What follows belongs to an exercise in optimizing a design on an open flow for small area, a short achievable clock period and few clock cycles; a production flow would make more cautious choices. In this exercise RTL edits were held to simulation tests only and were not proved equivalent to the original. No activity file was given, so power comes from the tool's default toggle rates.

## flow/flow/run.sh

```bash
#!/bin/bash
# Standard ORFS layout (the standard.sh), with the timing repair steps
# asked to leave more setup slack than the 12 ns clock needs, so that the
# achieved period comes out shorter. Each step's full output goes to a log
# file of its own in this folder.
set -euo pipefail
MARGIN=${MARGIN:-8}
bash standard.sh synth > synth.log 2>&1
bash standard.sh SETUP_SLACK_MARGIN=$MARGIN finish > finish.log 2>&1
```

## flow/standard.sh

```bash
#!/bin/bash
# synth_recipe.tcl (not shown) runs the flow's synth.tcl, then flattens the netlist and writes it again
# the make line also repeats each setting of config.mk as NAME=value (left out here)
make -C /OpenROAD-flow-scripts/flow DESIGN_CONFIG=/design/flow/config.mk WORK_HOME=/design/flow/orfs CLKGATE_MAP_FILE= SYNTH_SCRIPT=/design/flow/synth_recipe.tcl "${@:-finish}"
```

## flow/config.mk

```make
export PLATFORM = sky130hd
export DESIGN_NAME = emu_alu
export DESIGN_NICKNAME = emu_alu
export VERILOG_FILES = /design/flow/design.v
export SDC_FILE = /design/flow/constraint.sdc
export NUM_CORES = 4
export LEC_CHECK = 0
export ABC_AREA = 1
export CAP_MARGIN = 20
export CORE_MARGIN = 2
export CORE_UTILIZATION = 40
export SLEW_MARGIN = 20
```

## flow/constraint.sdc

```tcl
create_clock -name core_clock -period 12.0 [get_ports {clk}]
set_input_delay 2.4000 -clock core_clock [delete_from_list [all_inputs] [get_ports {clk}]]
set_output_delay 2.4000 -clock core_clock [all_outputs]
set_load 0.01 [all_outputs]
```

## flow/design.v

```verilog
module emu_alu (
    input  wire         clk,
    input  wire         rst,
    input  wire         in_valid,
    output wire         in_ready,
    input  wire [7:0]   variant,
    input  wire [7:0]   g,
    input  wire [7:0]   t0,
    input  wire [7:0]   t1,
    input  wire [127:0] a,
    input  wire [127:0] b,
    output wire         out_valid,
    output wire [127:0] result,
    output reg          wr_en,
    output reg  [5:0]   wr_idx,
    output reg  [2:0]   wr_w,
    output reg          flags_we,
    output reg          flag_less,
    output reg          flag_eq,
    output reg          flag_more,
    output reg          fault_illegal,
    output reg          fault_arith
);
    localparam S_FIRST = 0;    
    localparam S_SUM2  = 1;    
    localparam S_MUL   = 2;    
    localparam S_NEGA  = 3;    
    localparam S_NEGB  = 4;    
    localparam S_MAG   = 5;    
    localparam S_P1    = 6;    
    localparam S_P2    = 7;    
    localparam S_FIX   = 8;    
    localparam NS      = 9;
    reg [NS-1:0] st;
    reg         rdy_r;
    reg         val_r;
    reg         outv_r;
    reg [129:0] A;             
    reg [131:0] B;
    reg [127:0] ACC;
    reg [7:0]   cnt;           
    reg         qneg;          
    reg [4:0]   selA_c;        
    reg         selA_hi;       
    reg         sel_acc;       
    reg [4:0]   selB_c;        
    reg         selB_hi;       
    reg         sel_b1;        
    reg         sel_bsr;       
    reg         inv, cin;
    reg [3:0]   ec_r;          
    reg [2:0]   op_r;          
    reg         bad_r;         
    reg [7:0]   g_r;
    reg [2:0]   w_r, w0_r, w1_r;
    reg         ff_r;          
    reg         ff1_r;         
    assign in_ready  = rdy_r;
    assign out_valid = outv_r;
    assign result    = ACC;
    function [3:0] chunks(input [2:0] wc);    
        chunks = {wc == 3'd0, wc <= 3'd1, wc <= 3'd2, wc <= 3'd3};
    endfunction
    wire e8  = ec_r[0];
    wire e16 = ec_r[1];
    wire e32 = ec_r[2];
    wire e64 = ec_r[3];
    wire [127:0] m = {{64{e64}}, {32{e32}}, {16{e16}}, {8{e8}}, 8'hff};
    wire [127:0] Am = A[127:0] & m;
    wire [127:0] Bm = B[127:0] & m;
    reg sgn_a, sgn_b;
    always @(*) begin
        case (w_r)
            3'd0:    begin sgn_a = A[127]; sgn_b = B[127]; end
            3'd1:    begin sgn_a = A[63];  sgn_b = B[63];  end
            3'd2:    begin sgn_a = A[31];  sgn_b = B[31];  end
            3'd3:    begin sgn_a = A[15];  sgn_b = B[15];  end
            default: begin sgn_a = A[7];   sgn_b = B[7];   end
        endcase
    end
    wire is_sum  = (op_r == 3'd0);
    wire is_sub  = (op_r == 3'd1);
    wire is_cmp  = (op_r == 3'd2);
    wire is_mul  = (op_r == 3'd3);
    wire is_div  = (op_r == 3'd4);
    wire is_idiv = (op_r == 3'd5);
    wire illegal = bad_r || ff_r || (!is_cmp && ff1_r) ||
                   (w_r != w0_r) || (!is_cmp && w_r != w1_r);
    wire b_zero  = (Bm == 128'd0);
    wire [129:0] selA = {{2{selA_hi}}, {64{selA_c[4]}}, {32{selA_c[3]}}, {16{selA_c[2]}},
                         {8{selA_c[1]}}, {8{selA_c[0]}}};
    wire [129:0] selB = {{2{selB_hi}}, {64{selB_c[4]}}, {32{selB_c[3]}}, {16{selB_c[2]}},
                         {8{selB_c[1]}}, {8{selB_c[0]}}};
    wire [129:0] op1 = (A & selA) | ({2'b00, ACC} & {130{sel_acc}});
    wire [129:0] op2 = (B[129:0] & selB) | ({B[128:0], 1'b0} & {130{sel_b1}}) |
                       (B[131:3] & {130{sel_bsr}});
    wire [129:0] op2x = op2 ^ {130{inv}};
    localparam AW = 131;
    localparam AL = 8;                            
    wire [AW*(AL+1)-1:0] pg, pp;                  
    wire [129:0] p0 = op1 ^ op2x;
    assign pg[AW-1:0] = {op1 & op2x, cin};
    assign pp[AW-1:0] = {p0, 1'b0};
    genvar lk, li;
    generate
        for (lk = 0; lk < AL; lk = lk + 1) begin : g_lvl
            for (li = 0; li < AW; li = li + 1) begin : g_pos
                if ((li >> lk) & 1) begin : g_node
                    localparam LJ = ((li >> lk) << lk) - 1;
                    assign pg[AW*(lk+1) + li] = pg[AW*lk + li] | (pp[AW*lk + li] & pg[AW*lk + LJ]);
                    assign pp[AW*(lk+1) + li] = pp[AW*lk + li] & pp[AW*lk + LJ];
                end else begin : g_pass
                    assign pg[AW*(lk+1) + li] = pg[AW*lk + li];
                    assign pp[AW*(lk+1) + li] = pp[AW*lk + li];
                end
            end
        end
    endgenerate
    wire [130:0] carry = pg[AW*AL +: AW];         
    wire [130:0] sum = {carry[130], p0 ^ carry[129:0]};
    wire         cy  = sum[130];                  
    wire         zr  = &p0;                       
    wire         sneg = sum[129];                 
    wire [127:0] sum_m = sum[127:0] & m;
    wire mul_rest1 = |(Am[127:1]);                 
    wire mul_rest3 = |(Am[127:3]);                 
    function [2:0] booth(input y1, input y0, input c);
        booth = {(y0 ^ c), (y1 ? (!y0 && !c) : (y0 && c)), (y1 && !(y0 && c))};
    endfunction
    wire [2:0] bd_first = booth(A[1], A[0], 1'b0);
    wire [2:0] bd_next  = booth(A[3], A[2], A[1]);
    wire take = rdy_r;    
    wire       in_bad  = (variant > 8'd5);
    wire       in_fast = in_bad || (variant == 8'd1) || (variant == 8'd2);
    wire [2:0] in_w  = mod5(g);
    wire [2:0] in_w0 = mod5(t0);
    wire [2:0] in_w1 = mod5(t1);
    wire [NS-1:0] st_first = {{(NS-1){1'b0}}, 1'b1};
    wire          div_go = is_div || (is_idiv && !sgn_a && !sgn_b);
    wire [3:0]    ec_n = take ? chunks(in_w) : ec_r;
    wire [2:0]    bd_n = st[S_FIRST] ? bd_first : bd_next;
    wire [4:0]    ec5_n = {ec_n, 1'b1};
    localparam CW = 5 + NS + 2 + 5 + 1 + 1 + 5 + 1 + 1 + 1 + 3 + 1;
    wire [2*CW-1:0] cbus;
    genvar cv;
    generate
        for (cv = 0; cv < 2; cv = cv + 1) begin : g_cy
            wire cyv = (cv == 1);
            reg done;         
            reg nrdy;         
            reg [NS-1:0] nst;
            reg o_ill, o_ar, o_we, o_fwe;
            always @(*) begin
                done = 1'b0; nrdy = 1'b0; nst = st;
                o_ill = 1'b0; o_ar = 1'b0; o_we = 1'b1; o_fwe = 1'b1;
                if (st[S_FIRST]) begin
                    nst = {NS{1'b0}};
                    if (illegal) begin
                        done = 1'b1; o_ill = 1'b1; o_we = 1'b0; o_fwe = 1'b0;
                        nst[S_FIRST] = 1'b1;
                    end else if (is_sub || is_cmp) begin
                        done = 1'b1; o_we = is_sub;
                        nst[S_FIRST] = 1'b1;
                    end else if (is_sum) begin
                        nst[S_SUM2] = 1'b1; nrdy = 1'b1;
                    end else if (is_mul) begin
                        nst[S_MUL] = 1'b1; nrdy = !mul_rest1;
                    end else if (b_zero) begin
                        done = 1'b1; o_ar = 1'b1; o_we = 1'b0; o_fwe = 1'b0;
                        nst[S_FIRST] = 1'b1;
                    end else if (is_idiv && sgn_a) begin
                        nst[S_NEGA] = 1'b1;
                    end else if (is_idiv && sgn_b) begin
                        nst[S_NEGB] = 1'b1;
                    end else if (!cyv) begin          
                        done = 1'b1;
                        nst[S_FIRST] = 1'b1;
                    end else begin
                        nst[S_P1] = 1'b1;
                    end
                end
                if (st[S_SUM2]) begin
                    done = 1'b1;
                end
                if (st[S_MUL]) begin
                    done = !mul_rest1;
                    nrdy = !mul_rest3;
                end
                if (st[S_NEGA]) begin
                    nst = {NS{1'b0}};
                    if (sgn_b) nst[S_NEGB] = 1'b1; else nst[S_MAG] = 1'b1;
                end
                if (st[S_NEGB]) begin
                    nst = {NS{1'b0}}; nst[S_MAG] = 1'b1;
                end
                if (st[S_MAG]) begin
                    nst = {NS{1'b0}};
                    if (!cyv) done = 1'b1; else nst[S_P1] = 1'b1;
                end
                if (st[S_P1]) begin
                    if (!cyv) begin nst = {NS{1'b0}}; nst[S_P2] = 1'b1; end
                end
                if (st[S_P2]) begin
                    if (cnt == 8'd1) begin
                        if (qneg) begin nst = {NS{1'b0}}; nst[S_FIX] = 1'b1; end
                        else done = 1'b1;
                    end
                    nrdy = (cnt == 8'd2 && !qneg) || (cnt == 8'd1 && qneg);
                end
                if (st[S_FIX]) begin
                    done = 1'b1;
                end
            end
            wire          fin  = val_r && done;
            wire [NS-1:0] ns   = (rst || take || fin) ? st_first : nst;
            wire          rdy_n = rst ? 1'b1 : take ? (in_valid ? in_fast : 1'b1) : fin ? 1'b1 : nrdy;
            wire          val_n = rst ? 1'b0 : take ? in_valid : fin ? 1'b0 : val_r;
            wire          sel_am_n = ns[S_FIRST] | ns[S_SUM2] | ns[S_NEGA] | ns[S_MAG] | ns[S_P1] |
                                     (ns[S_P2] & !st[S_P2]);
            wire          sel_af_n = ns[S_P2] & st[S_P2];
            wire          sel_bm_n = ns[S_FIRST] | ns[S_SUM2] | ns[S_NEGB] | ns[S_MAG] |
                                     (ns[S_MUL] & bd_n[2]);
            wire          sel_b_n  = ns[S_P1];
            wire [4:0]    selA_c_n = ({5{sel_am_n}} & ec5_n) | {5{sel_af_n}};
            wire [4:0]    selB_c_n = ({5{sel_bm_n}} & ec5_n) | {5{sel_b_n}};
            wire          inv_a = ns[S_FIRST] | ns[S_NEGA] | ns[S_NEGB] | ns[S_MAG] | ns[S_P1] |
                                  (ns[S_MUL] & bd_n[0]);
            wire          cin_a = ns[S_FIRST] | ns[S_NEGB] | ns[S_MAG] | ns[S_P1] | ns[S_FIX] |
                                  (ns[S_MUL] & bd_n[0]);
            wire          rem_n = ns[S_P2];
            assign cbus[cv*CW +: CW] = {done, o_ill, o_ar, o_we, o_fwe, ns, rdy_n, val_n,
                                        selA_c_n, sel_af_n, ns[S_MUL] | ns[S_FIX],
                                        selB_c_n, sel_b_n, ns[S_MUL] & bd_n[1], ns[S_P2],
                                        inv_a, cin_a, rem_n, fin};
        end
    endgenerate
    wire [CW-1:0] cb = cy ? cbus[CW +: CW] : cbus[0 +: CW];
    wire          done = cb[CW-1];
    wire          o_ill = cb[CW-2], o_ar = cb[CW-3], o_we = cb[CW-4], o_fwe = cb[CW-5];
    wire [NS-1:0] ns_c = cb[CW-6 -: NS];
    wire          rdy_c = cb[CW-6-NS];
    wire          val_c = cb[CW-7-NS];
    wire [4:0]    selA_c_c = cb[CW-8-NS -: 5];
    wire          selA_hi_c = cb[CW-13-NS];
    wire          sel_acc_c = cb[CW-14-NS];
    wire [4:0]    selB_c_c = cb[CW-15-NS -: 5];
    wire          selB_hi_c = cb[CW-20-NS];
    wire          sel_b1_c = cb[CW-21-NS];
    wire          sel_bsr_c = cb[CW-22-NS];
    wire          inv_a_c = cb[3], cin_a_c = cb[2], rem_c = cb[1], fin_c = cb[0];
    wire          rneg_n = st[S_P2] && sneg;    
    always @(posedge clk) begin
        selA_c  <= selA_c_c;
        selA_hi <= selA_hi_c;
        sel_acc <= sel_acc_c;
        selB_c  <= selB_c_c;
        selB_hi <= selB_hi_c;
        sel_b1  <= sel_b1_c;
        sel_bsr <= sel_bsr_c;
        inv     <= inv_a_c | (rem_c & !rneg_n);
        cin     <= cin_a_c | (rem_c & !rneg_n);
        ec_r    <= ec_n;
    end
    function [2:0] mod5(input [7:0] v);
        case (v)
            8'd0: mod5 = 3'd0;
            8'd1: mod5 = 3'd1;
            8'd2: mod5 = 3'd2;
            8'd3: mod5 = 3'd3;
            8'd4: mod5 = 3'd4;
            8'd5: mod5 = 3'd0;
            8'd6: mod5 = 3'd1;
            8'd7: mod5 = 3'd2;
            8'd8: mod5 = 3'd3;
            8'd9: mod5 = 3'd4;
            8'd10: mod5 = 3'd0;
            8'd11: mod5 = 3'd1;
            8'd12: mod5 = 3'd2;
            8'd13: mod5 = 3'd3;
            8'd14: mod5 = 3'd4;
            8'd15: mod5 = 3'd0;
            8'd16: mod5 = 3'd1;
            8'd17: mod5 = 3'd2;
            8'd18: mod5 = 3'd3;
            8'd19: mod5 = 3'd4;
            8'd20: mod5 = 3'd0;
            8'd21: mod5 = 3'd1;
            8'd22: mod5 = 3'd2;
            8'd23: mod5 = 3'd3;
            8'd24: mod5 = 3'd4;
            8'd25: mod5 = 3'd0;
            8'd26: mod5 = 3'd1;
            8'd27: mod5 = 3'd2;
            8'd28: mod5 = 3'd3;
            8'd29: mod5 = 3'd4;
            8'd30: mod5 = 3'd0;
            8'd31: mod5 = 3'd1;
            8'd32: mod5 = 3'd2;
            8'd33: mod5 = 3'd3;
            8'd34: mod5 = 3'd4;
            8'd35: mod5 = 3'd0;
            8'd36: mod5 = 3'd1;
            8'd37: mod5 = 3'd2;
            8'd38: mod5 = 3'd3;
            8'd39: mod5 = 3'd4;
            8'd40: mod5 = 3'd0;
            8'd41: mod5 = 3'd1;
            8'd42: mod5 = 3'd2;
            8'd43: mod5 = 3'd3;
            8'd44: mod5 = 3'd4;
            8'd45: mod5 = 3'd0;
            8'd46: mod5 = 3'd1;
            8'd47: mod5 = 3'd2;
            8'd48: mod5 = 3'd3;
            8'd49: mod5 = 3'd4;
            8'd50: mod5 = 3'd0;
            8'd51: mod5 = 3'd1;
            8'd52: mod5 = 3'd2;
            8'd53: mod5 = 3'd3;
            8'd54: mod5 = 3'd4;
            8'd55: mod5 = 3'd0;
            8'd56: mod5 = 3'd1;
            8'd57: mod5 = 3'd2;
            8'd58: mod5 = 3'd3;
            8'd59: mod5 = 3'd4;
            8'd60: mod5 = 3'd0;
            8'd61: mod5 = 3'd1;
            8'd62: mod5 = 3'd2;
            8'd63: mod5 = 3'd3;
            8'd64: mod5 = 3'd4;
            8'd65: mod5 = 3'd0;
            8'd66: mod5 = 3'd1;
            8'd67: mod5 = 3'd2;
            8'd68: mod5 = 3'd3;
            8'd69: mod5 = 3'd4;
            8'd70: mod5 = 3'd0;
            8'd71: mod5 = 3'd1;
            8'd72: mod5 = 3'd2;
            8'd73: mod5 = 3'd3;
            8'd74: mod5 = 3'd4;
            8'd75: mod5 = 3'd0;
            8'd76: mod5 = 3'd1;
            8'd77: mod5 = 3'd2;
            8'd78: mod5 = 3'd3;
            8'd79: mod5 = 3'd4;
            8'd80: mod5 = 3'd0;
            8'd81: mod5 = 3'd1;
            8'd82: mod5 = 3'd2;
            8'd83: mod5 = 3'd3;
            8'd84: mod5 = 3'd4;
            8'd85: mod5 = 3'd0;
            8'd86: mod5 = 3'd1;
            8'd87: mod5 = 3'd2;
            8'd88: mod5 = 3'd3;
            8'd89: mod5 = 3'd4;
            8'd90: mod5 = 3'd0;
            8'd91: mod5 = 3'd1;
            8'd92: mod5 = 3'd2;
            8'd93: mod5 = 3'd3;
            8'd94: mod5 = 3'd4;
            8'd95: mod5 = 3'd0;
            8'd96: mod5 = 3'd1;
            8'd97: mod5 = 3'd2;
            8'd98: mod5 = 3'd3;
            8'd99: mod5 = 3'd4;
            8'd100: mod5 = 3'd0;
            8'd101: mod5 = 3'd1;
            8'd102: mod5 = 3'd2;
            8'd103: mod5 = 3'd3;
            8'd104: mod5 = 3'd4;
            8'd105: mod5 = 3'd0;
            8'd106: mod5 = 3'd1;
            8'd107: mod5 = 3'd2;
            8'd108: mod5 = 3'd3;
            8'd109: mod5 = 3'd4;
            8'd110: mod5 = 3'd0;
            8'd111: mod5 = 3'd1;
            8'd112: mod5 = 3'd2;
            8'd113: mod5 = 3'd3;
            8'd114: mod5 = 3'd4;
            8'd115: mod5 = 3'd0;
            8'd116: mod5 = 3'd1;
            8'd117: mod5 = 3'd2;
            8'd118: mod5 = 3'd3;
            8'd119: mod5 = 3'd4;
            8'd120: mod5 = 3'd0;
            8'd121: mod5 = 3'd1;
            8'd122: mod5 = 3'd2;
            8'd123: mod5 = 3'd3;
            8'd124: mod5 = 3'd4;
            8'd125: mod5 = 3'd0;
            8'd126: mod5 = 3'd1;
            8'd127: mod5 = 3'd2;
            8'd128: mod5 = 3'd3;
            8'd129: mod5 = 3'd4;
            8'd130: mod5 = 3'd0;
            8'd131: mod5 = 3'd1;
            8'd132: mod5 = 3'd2;
            8'd133: mod5 = 3'd3;
            8'd134: mod5 = 3'd4;
            8'd135: mod5 = 3'd0;
            8'd136: mod5 = 3'd1;
            8'd137: mod5 = 3'd2;
            8'd138: mod5 = 3'd3;
            8'd139: mod5 = 3'd4;
            8'd140: mod5 = 3'd0;
            8'd141: mod5 = 3'd1;
            8'd142: mod5 = 3'd2;
            8'd143: mod5 = 3'd3;
            8'd144: mod5 = 3'd4;
            8'd145: mod5 = 3'd0;
            8'd146: mod5 = 3'd1;
            8'd147: mod5 = 3'd2;
            8'd148: mod5 = 3'd3;
            8'd149: mod5 = 3'd4;
            8'd150: mod5 = 3'd0;
            8'd151: mod5 = 3'd1;
            8'd152: mod5 = 3'd2;
            8'd153: mod5 = 3'd3;
            8'd154: mod5 = 3'd4;
            8'd155: mod5 = 3'd0;
            8'd156: mod5 = 3'd1;
            8'd157: mod5 = 3'd2;
            8'd158: mod5 = 3'd3;
            8'd159: mod5 = 3'd4;
            8'd160: mod5 = 3'd0;
            8'd161: mod5 = 3'd1;
            8'd162: mod5 = 3'd2;
            8'd163: mod5 = 3'd3;
            8'd164: mod5 = 3'd4;
            8'd165: mod5 = 3'd0;
            8'd166: mod5 = 3'd1;
            8'd167: mod5 = 3'd2;
            8'd168: mod5 = 3'd3;
            8'd169: mod5 = 3'd4;
            8'd170: mod5 = 3'd0;
            8'd171: mod5 = 3'd1;
            8'd172: mod5 = 3'd2;
            8'd173: mod5 = 3'd3;
            8'd174: mod5 = 3'd4;
            8'd175: mod5 = 3'd0;
            8'd176: mod5 = 3'd1;
            8'd177: mod5 = 3'd2;
            8'd178: mod5 = 3'd3;
            8'd179: mod5 = 3'd4;
            8'd180: mod5 = 3'd0;
            8'd181: mod5 = 3'd1;
            8'd182: mod5 = 3'd2;
            8'd183: mod5 = 3'd3;
            8'd184: mod5 = 3'd4;
            8'd185: mod5 = 3'd0;
            8'd186: mod5 = 3'd1;
            8'd187: mod5 = 3'd2;
            8'd188: mod5 = 3'd3;
            8'd189: mod5 = 3'd4;
            8'd190: mod5 = 3'd0;
            8'd191: mod5 = 3'd1;
            8'd192: mod5 = 3'd2;
            8'd193: mod5 = 3'd3;
            8'd194: mod5 = 3'd4;
            8'd195: mod5 = 3'd0;
            8'd196: mod5 = 3'd1;
            8'd197: mod5 = 3'd2;
            8'd198: mod5 = 3'd3;
            8'd199: mod5 = 3'd4;
            8'd200: mod5 = 3'd0;
            8'd201: mod5 = 3'd1;
            8'd202: mod5 = 3'd2;
            8'd203: mod5 = 3'd3;
            8'd204: mod5 = 3'd4;
            8'd205: mod5 = 3'd0;
            8'd206: mod5 = 3'd1;
            8'd207: mod5 = 3'd2;
            8'd208: mod5 = 3'd3;
            8'd209: mod5 = 3'd4;
            8'd210: mod5 = 3'd0;
            8'd211: mod5 = 3'd1;
            8'd212: mod5 = 3'd2;
            8'd213: mod5 = 3'd3;
            8'd214: mod5 = 3'd4;
            8'd215: mod5 = 3'd0;
            8'd216: mod5 = 3'd1;
            8'd217: mod5 = 3'd2;
            8'd218: mod5 = 3'd3;
            8'd219: mod5 = 3'd4;
            8'd220: mod5 = 3'd0;
            8'd221: mod5 = 3'd1;
            8'd222: mod5 = 3'd2;
            8'd223: mod5 = 3'd3;
            8'd224: mod5 = 3'd4;
            8'd225: mod5 = 3'd0;
            8'd226: mod5 = 3'd1;
            8'd227: mod5 = 3'd2;
            8'd228: mod5 = 3'd3;
            8'd229: mod5 = 3'd4;
            8'd230: mod5 = 3'd0;
            8'd231: mod5 = 3'd1;
            8'd232: mod5 = 3'd2;
            8'd233: mod5 = 3'd3;
            8'd234: mod5 = 3'd4;
            8'd235: mod5 = 3'd0;
            8'd236: mod5 = 3'd1;
            8'd237: mod5 = 3'd2;
            8'd238: mod5 = 3'd3;
            8'd239: mod5 = 3'd4;
            8'd240: mod5 = 3'd0;
            8'd241: mod5 = 3'd1;
            8'd242: mod5 = 3'd2;
            8'd243: mod5 = 3'd3;
            8'd244: mod5 = 3'd4;
            8'd245: mod5 = 3'd0;
            8'd246: mod5 = 3'd1;
            8'd247: mod5 = 3'd2;
            8'd248: mod5 = 3'd3;
            8'd249: mod5 = 3'd4;
            8'd250: mod5 = 3'd0;
            8'd251: mod5 = 3'd1;
            8'd252: mod5 = 3'd2;
            8'd253: mod5 = 3'd3;
            8'd254: mod5 = 3'd4;
            8'd255: mod5 = 3'd0;
            default: mod5 = 3'd0;
        endcase
    endfunction
    function [5:0] div5(input [7:0] v);
        case (v)
            8'd0: div5 = 6'd0;
            8'd1: div5 = 6'd0;
            8'd2: div5 = 6'd0;
            8'd3: div5 = 6'd0;
            8'd4: div5 = 6'd0;
            8'd5: div5 = 6'd1;
            8'd6: div5 = 6'd1;
            8'd7: div5 = 6'd1;
            8'd8: div5 = 6'd1;
            8'd9: div5 = 6'd1;
            8'd10: div5 = 6'd2;
            8'd11: div5 = 6'd2;
            8'd12: div5 = 6'd2;
            8'd13: div5 = 6'd2;
            8'd14: div5 = 6'd2;
            8'd15: div5 = 6'd3;
            8'd16: div5 = 6'd3;
            8'd17: div5 = 6'd3;
            8'd18: div5 = 6'd3;
            8'd19: div5 = 6'd3;
            8'd20: div5 = 6'd4;
            8'd21: div5 = 6'd4;
            8'd22: div5 = 6'd4;
            8'd23: div5 = 6'd4;
            8'd24: div5 = 6'd4;
            8'd25: div5 = 6'd5;
            8'd26: div5 = 6'd5;
            8'd27: div5 = 6'd5;
            8'd28: div5 = 6'd5;
            8'd29: div5 = 6'd5;
            8'd30: div5 = 6'd6;
            8'd31: div5 = 6'd6;
            8'd32: div5 = 6'd6;
            8'd33: div5 = 6'd6;
            8'd34: div5 = 6'd6;
            8'd35: div5 = 6'd7;
            8'd36: div5 = 6'd7;
            8'd37: div5 = 6'd7;
            8'd38: div5 = 6'd7;
            8'd39: div5 = 6'd7;
            8'd40: div5 = 6'd8;
            8'd41: div5 = 6'd8;
            8'd42: div5 = 6'd8;
            8'd43: div5 = 6'd8;
            8'd44: div5 = 6'd8;
            8'd45: div5 = 6'd9;
            8'd46: div5 = 6'd9;
            8'd47: div5 = 6'd9;
            8'd48: div5 = 6'd9;
            8'd49: div5 = 6'd9;
            8'd50: div5 = 6'd10;
            8'd51: div5 = 6'd10;
            8'd52: div5 = 6'd10;
            8'd53: div5 = 6'd10;
            8'd54: div5 = 6'd10;
            8'd55: div5 = 6'd11;
            8'd56: div5 = 6'd11;
            8'd57: div5 = 6'd11;
            8'd58: div5 = 6'd11;
            8'd59: div5 = 6'd11;
            8'd60: div5 = 6'd12;
            8'd61: div5 = 6'd12;
            8'd62: div5 = 6'd12;
            8'd63: div5 = 6'd12;
            8'd64: div5 = 6'd12;
            8'd65: div5 = 6'd13;
            8'd66: div5 = 6'd13;
            8'd67: div5 = 6'd13;
            8'd68: div5 = 6'd13;
            8'd69: div5 = 6'd13;
            8'd70: div5 = 6'd14;
            8'd71: div5 = 6'd14;
            8'd72: div5 = 6'd14;
            8'd73: div5 = 6'd14;
            8'd74: div5 = 6'd14;
            8'd75: div5 = 6'd15;
            8'd76: div5 = 6'd15;
            8'd77: div5 = 6'd15;
            8'd78: div5 = 6'd15;
            8'd79: div5 = 6'd15;
            8'd80: div5 = 6'd16;
            8'd81: div5 = 6'd16;
            8'd82: div5 = 6'd16;
            8'd83: div5 = 6'd16;
            8'd84: div5 = 6'd16;
            8'd85: div5 = 6'd17;
            8'd86: div5 = 6'd17;
            8'd87: div5 = 6'd17;
            8'd88: div5 = 6'd17;
            8'd89: div5 = 6'd17;
            8'd90: div5 = 6'd18;
            8'd91: div5 = 6'd18;
            8'd92: div5 = 6'd18;
            8'd93: div5 = 6'd18;
            8'd94: div5 = 6'd18;
            8'd95: div5 = 6'd19;
            8'd96: div5 = 6'd19;
            8'd97: div5 = 6'd19;
            8'd98: div5 = 6'd19;
            8'd99: div5 = 6'd19;
            8'd100: div5 = 6'd20;
            8'd101: div5 = 6'd20;
            8'd102: div5 = 6'd20;
            8'd103: div5 = 6'd20;
            8'd104: div5 = 6'd20;
            8'd105: div5 = 6'd21;
            8'd106: div5 = 6'd21;
            8'd107: div5 = 6'd21;
            8'd108: div5 = 6'd21;
            8'd109: div5 = 6'd21;
            8'd110: div5 = 6'd22;
            8'd111: div5 = 6'd22;
            8'd112: div5 = 6'd22;
            8'd113: div5 = 6'd22;
            8'd114: div5 = 6'd22;
            8'd115: div5 = 6'd23;
            8'd116: div5 = 6'd23;
            8'd117: div5 = 6'd23;
            8'd118: div5 = 6'd23;
            8'd119: div5 = 6'd23;
            8'd120: div5 = 6'd24;
            8'd121: div5 = 6'd24;
            8'd122: div5 = 6'd24;
            8'd123: div5 = 6'd24;
            8'd124: div5 = 6'd24;
            8'd125: div5 = 6'd25;
            8'd126: div5 = 6'd25;
            8'd127: div5 = 6'd25;
            8'd128: div5 = 6'd25;
            8'd129: div5 = 6'd25;
            8'd130: div5 = 6'd26;
            8'd131: div5 = 6'd26;
            8'd132: div5 = 6'd26;
            8'd133: div5 = 6'd26;
            8'd134: div5 = 6'd26;
            8'd135: div5 = 6'd27;
            8'd136: div5 = 6'd27;
            8'd137: div5 = 6'd27;
            8'd138: div5 = 6'd27;
            8'd139: div5 = 6'd27;
            8'd140: div5 = 6'd28;
            8'd141: div5 = 6'd28;
            8'd142: div5 = 6'd28;
            8'd143: div5 = 6'd28;
            8'd144: div5 = 6'd28;
            8'd145: div5 = 6'd29;
            8'd146: div5 = 6'd29;
            8'd147: div5 = 6'd29;
            8'd148: div5 = 6'd29;
            8'd149: div5 = 6'd29;
            8'd150: div5 = 6'd30;
            8'd151: div5 = 6'd30;
            8'd152: div5 = 6'd30;
            8'd153: div5 = 6'd30;
            8'd154: div5 = 6'd30;
            8'd155: div5 = 6'd31;
            8'd156: div5 = 6'd31;
            8'd157: div5 = 6'd31;
            8'd158: div5 = 6'd31;
            8'd159: div5 = 6'd31;
            8'd160: div5 = 6'd32;
            8'd161: div5 = 6'd32;
            8'd162: div5 = 6'd32;
            8'd163: div5 = 6'd32;
            8'd164: div5 = 6'd32;
            8'd165: div5 = 6'd33;
            8'd166: div5 = 6'd33;
            8'd167: div5 = 6'd33;
            8'd168: div5 = 6'd33;
            8'd169: div5 = 6'd33;
            8'd170: div5 = 6'd34;
            8'd171: div5 = 6'd34;
            8'd172: div5 = 6'd34;
            8'd173: div5 = 6'd34;
            8'd174: div5 = 6'd34;
            8'd175: div5 = 6'd35;
            8'd176: div5 = 6'd35;
            8'd177: div5 = 6'd35;
            8'd178: div5 = 6'd35;
            8'd179: div5 = 6'd35;
            8'd180: div5 = 6'd36;
            8'd181: div5 = 6'd36;
            8'd182: div5 = 6'd36;
            8'd183: div5 = 6'd36;
            8'd184: div5 = 6'd36;
            8'd185: div5 = 6'd37;
            8'd186: div5 = 6'd37;
            8'd187: div5 = 6'd37;
            8'd188: div5 = 6'd37;
            8'd189: div5 = 6'd37;
            8'd190: div5 = 6'd38;
            8'd191: div5 = 6'd38;
            8'd192: div5 = 6'd38;
            8'd193: div5 = 6'd38;
            8'd194: div5 = 6'd38;
            8'd195: div5 = 6'd39;
            8'd196: div5 = 6'd39;
            8'd197: div5 = 6'd39;
            8'd198: div5 = 6'd39;
            8'd199: div5 = 6'd39;
            8'd200: div5 = 6'd40;
            8'd201: div5 = 6'd40;
            8'd202: div5 = 6'd40;
            8'd203: div5 = 6'd40;
            8'd204: div5 = 6'd40;
            8'd205: div5 = 6'd41;
            8'd206: div5 = 6'd41;
            8'd207: div5 = 6'd41;
            8'd208: div5 = 6'd41;
            8'd209: div5 = 6'd41;
            8'd210: div5 = 6'd42;
            8'd211: div5 = 6'd42;
            8'd212: div5 = 6'd42;
            8'd213: div5 = 6'd42;
            8'd214: div5 = 6'd42;
            8'd215: div5 = 6'd43;
            8'd216: div5 = 6'd43;
            8'd217: div5 = 6'd43;
            8'd218: div5 = 6'd43;
            8'd219: div5 = 6'd43;
            8'd220: div5 = 6'd44;
            8'd221: div5 = 6'd44;
            8'd222: div5 = 6'd44;
            8'd223: div5 = 6'd44;
            8'd224: div5 = 6'd44;
            8'd225: div5 = 6'd45;
            8'd226: div5 = 6'd45;
            8'd227: div5 = 6'd45;
            8'd228: div5 = 6'd45;
            8'd229: div5 = 6'd45;
            8'd230: div5 = 6'd46;
            8'd231: div5 = 6'd46;
            8'd232: div5 = 6'd46;
            8'd233: div5 = 6'd46;
            8'd234: div5 = 6'd46;
            8'd235: div5 = 6'd47;
            8'd236: div5 = 6'd47;
            8'd237: div5 = 6'd47;
            8'd238: div5 = 6'd47;
            8'd239: div5 = 6'd47;
            8'd240: div5 = 6'd48;
            8'd241: div5 = 6'd48;
            8'd242: div5 = 6'd48;
            8'd243: div5 = 6'd48;
            8'd244: div5 = 6'd48;
            8'd245: div5 = 6'd49;
            8'd246: div5 = 6'd49;
            8'd247: div5 = 6'd49;
            8'd248: div5 = 6'd49;
            8'd249: div5 = 6'd49;
            8'd250: div5 = 6'd50;
            8'd251: div5 = 6'd50;
            8'd252: div5 = 6'd50;
            8'd253: div5 = 6'd50;
            8'd254: div5 = 6'd50;
            8'd255: div5 = 6'd51;
            default: div5 = 6'd0;
        endcase
    endfunction
    always @(posedge clk) begin
        st     <= ns_c;
        rdy_r  <= rdy_c;
        val_r  <= val_c;
        outv_r <= !rst && fin_c;
    end
    always @(posedge clk) begin
        if (take) begin
            op_r  <= variant[2:0];
            bad_r <= in_bad;
            g_r   <= g;
            w_r   <= in_w;
            w0_r  <= in_w0;
            w1_r  <= in_w1;
            ff_r  <= (g == 8'd255) || (t0 == 8'd255);
            ff1_r <= (t1 == 8'd255);
        end
    end
    always @(posedge clk) begin
        if (val_r && st[S_FIRST]) begin
            flag_less <= !cy;
            flag_eq   <= zr;
            flag_more <= cy && !zr;
        end
        if (val_r && done) begin
            wr_en         <= o_we && !is_cmp;
            flags_we      <= o_fwe;
            fault_illegal <= o_ill;
            fault_arith   <= o_ar;
            wr_idx        <= div5(g_r);
            wr_w          <= w_r;
        end
    end
    always @(posedge clk) begin
        if (take)
            A <= {2'b00, a};
        else if (st[S_MUL])
            A <= {2'b00, Am >> 2};
        else if (st[S_NEGA])
            A <= {2'b00, ~sum[127:0]};
        else if (st[S_P2])
            A <= sum[129:0];
        if (take)
            B <= {4'd0, b};
        else if (st[S_MUL] || st[S_P1])
            B <= {B[129:0], 2'b00};
        else if ((st[S_FIRST] && div_go) || st[S_MAG])
            B <= {2'b00, Bm, 2'b00};
        else if (st[S_NEGB])
            B <= {4'd0, sum_m};
        else if (st[S_P2])
            B <= {1'b0, B[131:1]};
        if (st[S_FIRST])
            ACC <= (is_mul || is_div || is_idiv) ? 128'd0 : sum_m;
        else if (st[S_SUM2] || st[S_MUL] || st[S_FIX])
            ACC <= sum_m;
        else if (st[S_MAG])
            ACC <= (qneg && cy) ? m : 128'd0;
        else if (st[S_P2])
            ACC <= {ACC[126:0], !sneg ^ qneg} & m;
        if (st[S_FIRST]) begin
            cnt   <= 8'd2;
            qneg  <= is_idiv && (sgn_a ^ sgn_b);
        end else if (st[S_MAG]) begin
            cnt <= 8'd2;
        end else if (st[S_P1]) begin
            if (cy) cnt <= cnt + 8'd2;
        end else if (st[S_P2]) begin
            cnt <= cnt - 8'd1;
        end
    end
endmodule
```

==> qor.yml <==
setup_violations: 0
num_vias: 55200
power_density_nw_per_um2: 236
synthFlopType: "edfxtp_1"
clk_pin_slew_ps: 70
worst_pin_slew_ps: 1120
arrival_ps: 4700
drt_iter0_drc: 8193
rsz0062_at_grt: "yes"
synth_common_cells: "2314 x nand2_1, 703 x a21oi_1, 544 x nand3_1"
yosysWarningCount: 1
gr-total-overflow: 0
maxCapViolations: 0
tritoncts: "done"
drt_first_pass_iters: 9
antenna_found_initial: 13
path_class: "flip-flop to flip-flop"
drc: 0
synthArstFlopShare_pct: 0
h-tree-depth: 2
grt_max_degree: 171
synth-edff-count: 425
yosysSeqAreaShare_pct: 30.2
ys_ff_latch: 469
skew_ps: 33.4
synthMostInstantiatedCell: "nand2_1"
hold_class: "flip-flop to flip-flop"
p_sw_uw: 7510
tns_ps: 0
synthTopCellsByArea: "edfxtp_1 28%, nand2_1 19%, a21oi_1 7.8%"
final_net_count: 7873
crit_fanout: 9
io_pins: 437
grt_pass1_vias: 50700
drv_slew: 0
wl_per_cell_um: 26.5
synth.net_count: 7397
seqCellArea_um2: 13700
dpl_cell_area_um2: 50400
syn-cell-area_um2: 45100
status: "no timing/DRC/antenna violations"
final_area_um2: 60600
fp.dieH_um: 340
ant_nets: 0
grt.total_usage_pct: 38.6
p_clk_share_pct: 13.5
crit_required_ps: 12470
postSynthCellCount: 6948
share_comb_of_total_power_pct: 69.9
finalHoldViolations: 0
cts.sinks: 469
layout-drive-gt1-share_pct: 18.4
start_kind: "flip-flop"
p_leak_uw: 0.0282
p_seq_share_pct: 16.6
avgSynthCellArea_um2: 6.49
clockBufferDepth: 3
slew_headroom_pct: 25.4
die_w_um: 340
internal-power_uw: 6800
routed_wl_um: 237000
synth_top_cell_by_area: "edfxtp_1"
p_sw_share_pct: 52.5
start_util_pct: 40.2
post-route-period-util_pct: 35.3
ir_worst_vdd_v: 0.000202
cts_root_buf: "clkbuf_16"
place.gp.congestion: 0.990
fmax_mhz: 236
synth_top_area_share_pct: 28.3
synth.distinct_cells: 60
cp-end-kind: "flip-flop"
hpwl_um: 150000
period_minus_slack_ps: 4240
port_buffers: 436
grt_pass1_wl_um: 336000
area_growth_pct: 34.4
core_um2: 112000
die_area_um2: 115000
n_fill_cell: 10900
rows: 123
clock_latency_ps: 720
multiInputGateArea_um2: 32100
cts_buffers: 60
vias_per_cell: 6.15
power by group through the flow:
stage / registers [µW] / clock network [µW] / logic [µW]
after floorplan: 2300 / 0 / 4570
after global placement: 2420 / 0 / 6590
after detailed placement: 2420 / 0 / 6620
after CTS: 2360 / 1920 / 7890
after global routing: 2390 / 1970 / 10600
final: 2380 / 1930 / 10000
cells in the final DEF, fill, tap and decap left out, types with 38 or more instances in the layout:
master	count
dlygate4sd2_1	139
ha_1	131
buf_4	295
a22o_1	92
nand3_1	390
edfxtp_1	425
nand2_4	79
clkdlybuf4s50_1	280
o21ai_1	115
nand4_1	67
o21ai_2	47
clkbuf_16	64
xor2_1	159
a21oi_1	631
o221ai_1	70
a31oi_1	44
inv_1	453
nand3_2	118
buf_12	38
o211ai_1	105
a21oi_2	63
o21ai_0	319
nor2_1	408
nand2_2	198
nand2_1	2032
layout make-up:
class                           count  share of cell area (%)
Timing Repair Buffer              852                    14.7
Tap cell                         1500                    3.10
Clock buffer                       82                    2.83
Clock inverter                     30                   0.405
Sequential cell                   469                    22.6
Inverter                          503                    3.29
Multi-Input combinational cell   5528                    52.9
Antenna cell                        1                 0.00413
Timing Repair inverter             10                   0.173
path summary, 6_finish.rpt:
kind / startpoint / to / slack, ps / cells after the start
min reg2reg: cnt[7] / cnt[7] / 480 / 2
max reg2reg: sel_b1 / ACC[99] / 7760 / 25
max: sel_b1 / ACC[99] / 7760 / 25
min: cnt[7] / cnt[7] / 480 / 2
sequential cells by signal, summed over array words and instances (netlist names), 6 cells and up:
name / cells
g_r: 8
cnt: 8
ACC: 128
B: 132
A: 130
st: 9
wr_idx: 6
cell families (layout without fill, tap and decap cells):
kind of cell             count (synthesis)  count (layout)  share of synthesized area, %
buffers and inverters                  953            1477                          8.13
AO/OA/AOI/OAI                         1655            1655                          21.4
adder cells (fa/ha/maj)                158             158                          4.52
other                                    0               1                             0
flip-flops                             469             469                          30.2
XOR/XNOR                               199             199                          3.86
AND/OR/NAND/NOR                       3507            3509                          31.7
multiplexers                             7               7                         0.155
per-stage QoR:
stage	setup slack [ps]	util [%]	hold WS [ps]	power, µW	instances
6_report	7760	54.0	477	14300	8975
5_1_grt	7640	54.0	483	15000	8974
4_1_cts	7870	50.7	469	12200	8876
3_5_place_dp	5430	44.9	461	9040	8502
3_3_place_gp	5470	44.9	450	9010	8502
2_1_floorplan	7990	-	421	6870	6948
worst max-delay path: stages, from the launching register on:
cell	delay, ps
dfxtp_4	490
clkinv_8	160
buf_12	190
buf_16	180
o221ai_4	180
xor2_1	200
ha_1	310
nand2_1	100
nand2_2	80
a31oi_4	220
nand2_2	110
a21oi_2	140
nand2_1	100
a21oi_4	190
nand2_4	110
a21boi_4	160
buf_6	130
nor3_4	40
buf_6	160
nand2_8	110
buf_12	140
buf_12	100
buf_16	160
nand3_1	90
nand2_1	100
nand2_1	50
routing by layer:
layer  track usage [%]  vias up  routed length [µm]
met5                 0        -                  92
met4              21.9       14               17500
met3              11.8      892               32600
met2              56.5     3938               97700
met1              50.2    25800               89500
li1                  -    24600                   -
repair_timing:
item	in CTS	in global routing
gates resized for setup	627	819
setup buffers	219	93
cloned	43	5
setup endpoints to repair	714	411
hold buffers	0	0
pin swaps	119	321
Testbench counts, summed over its fixed seeds: cycles 48,442.

[separate check: timing with driven ports]
No port has a modelled driver above. Below, the same layout with a new extraction and two added sets of constraints. Step 1 (the two cells are an assumption about what drives the block):
set clk [get_ports {clk}]
set_driving_cell -lib_cell sky130_fd_sc_hd__clkbuf_16 $clk
set_driving_cell -lib_cell sky130_fd_sc_hd__buf_2 [delete_from_list [all_inputs] $clk]
Step 2 moves the port delays by t, midway between the first and last clock arrival at a register: inputs arrive t later, outputs are due t later. That takes back most of the time a late clock gives input paths. Three values: ideal, step 1, step 2; two values: the first two.
t, ns: 0.786
setup WS [ns]: 7.762 / 7.762 / 7.324
latest minus earliest clock arrival (ns): 0.033 / 0.033
After both steps this run still meets setup and hold. The setup slack of this run moves by 0.000 ns with the drivers and by -0.438 ns with both steps.
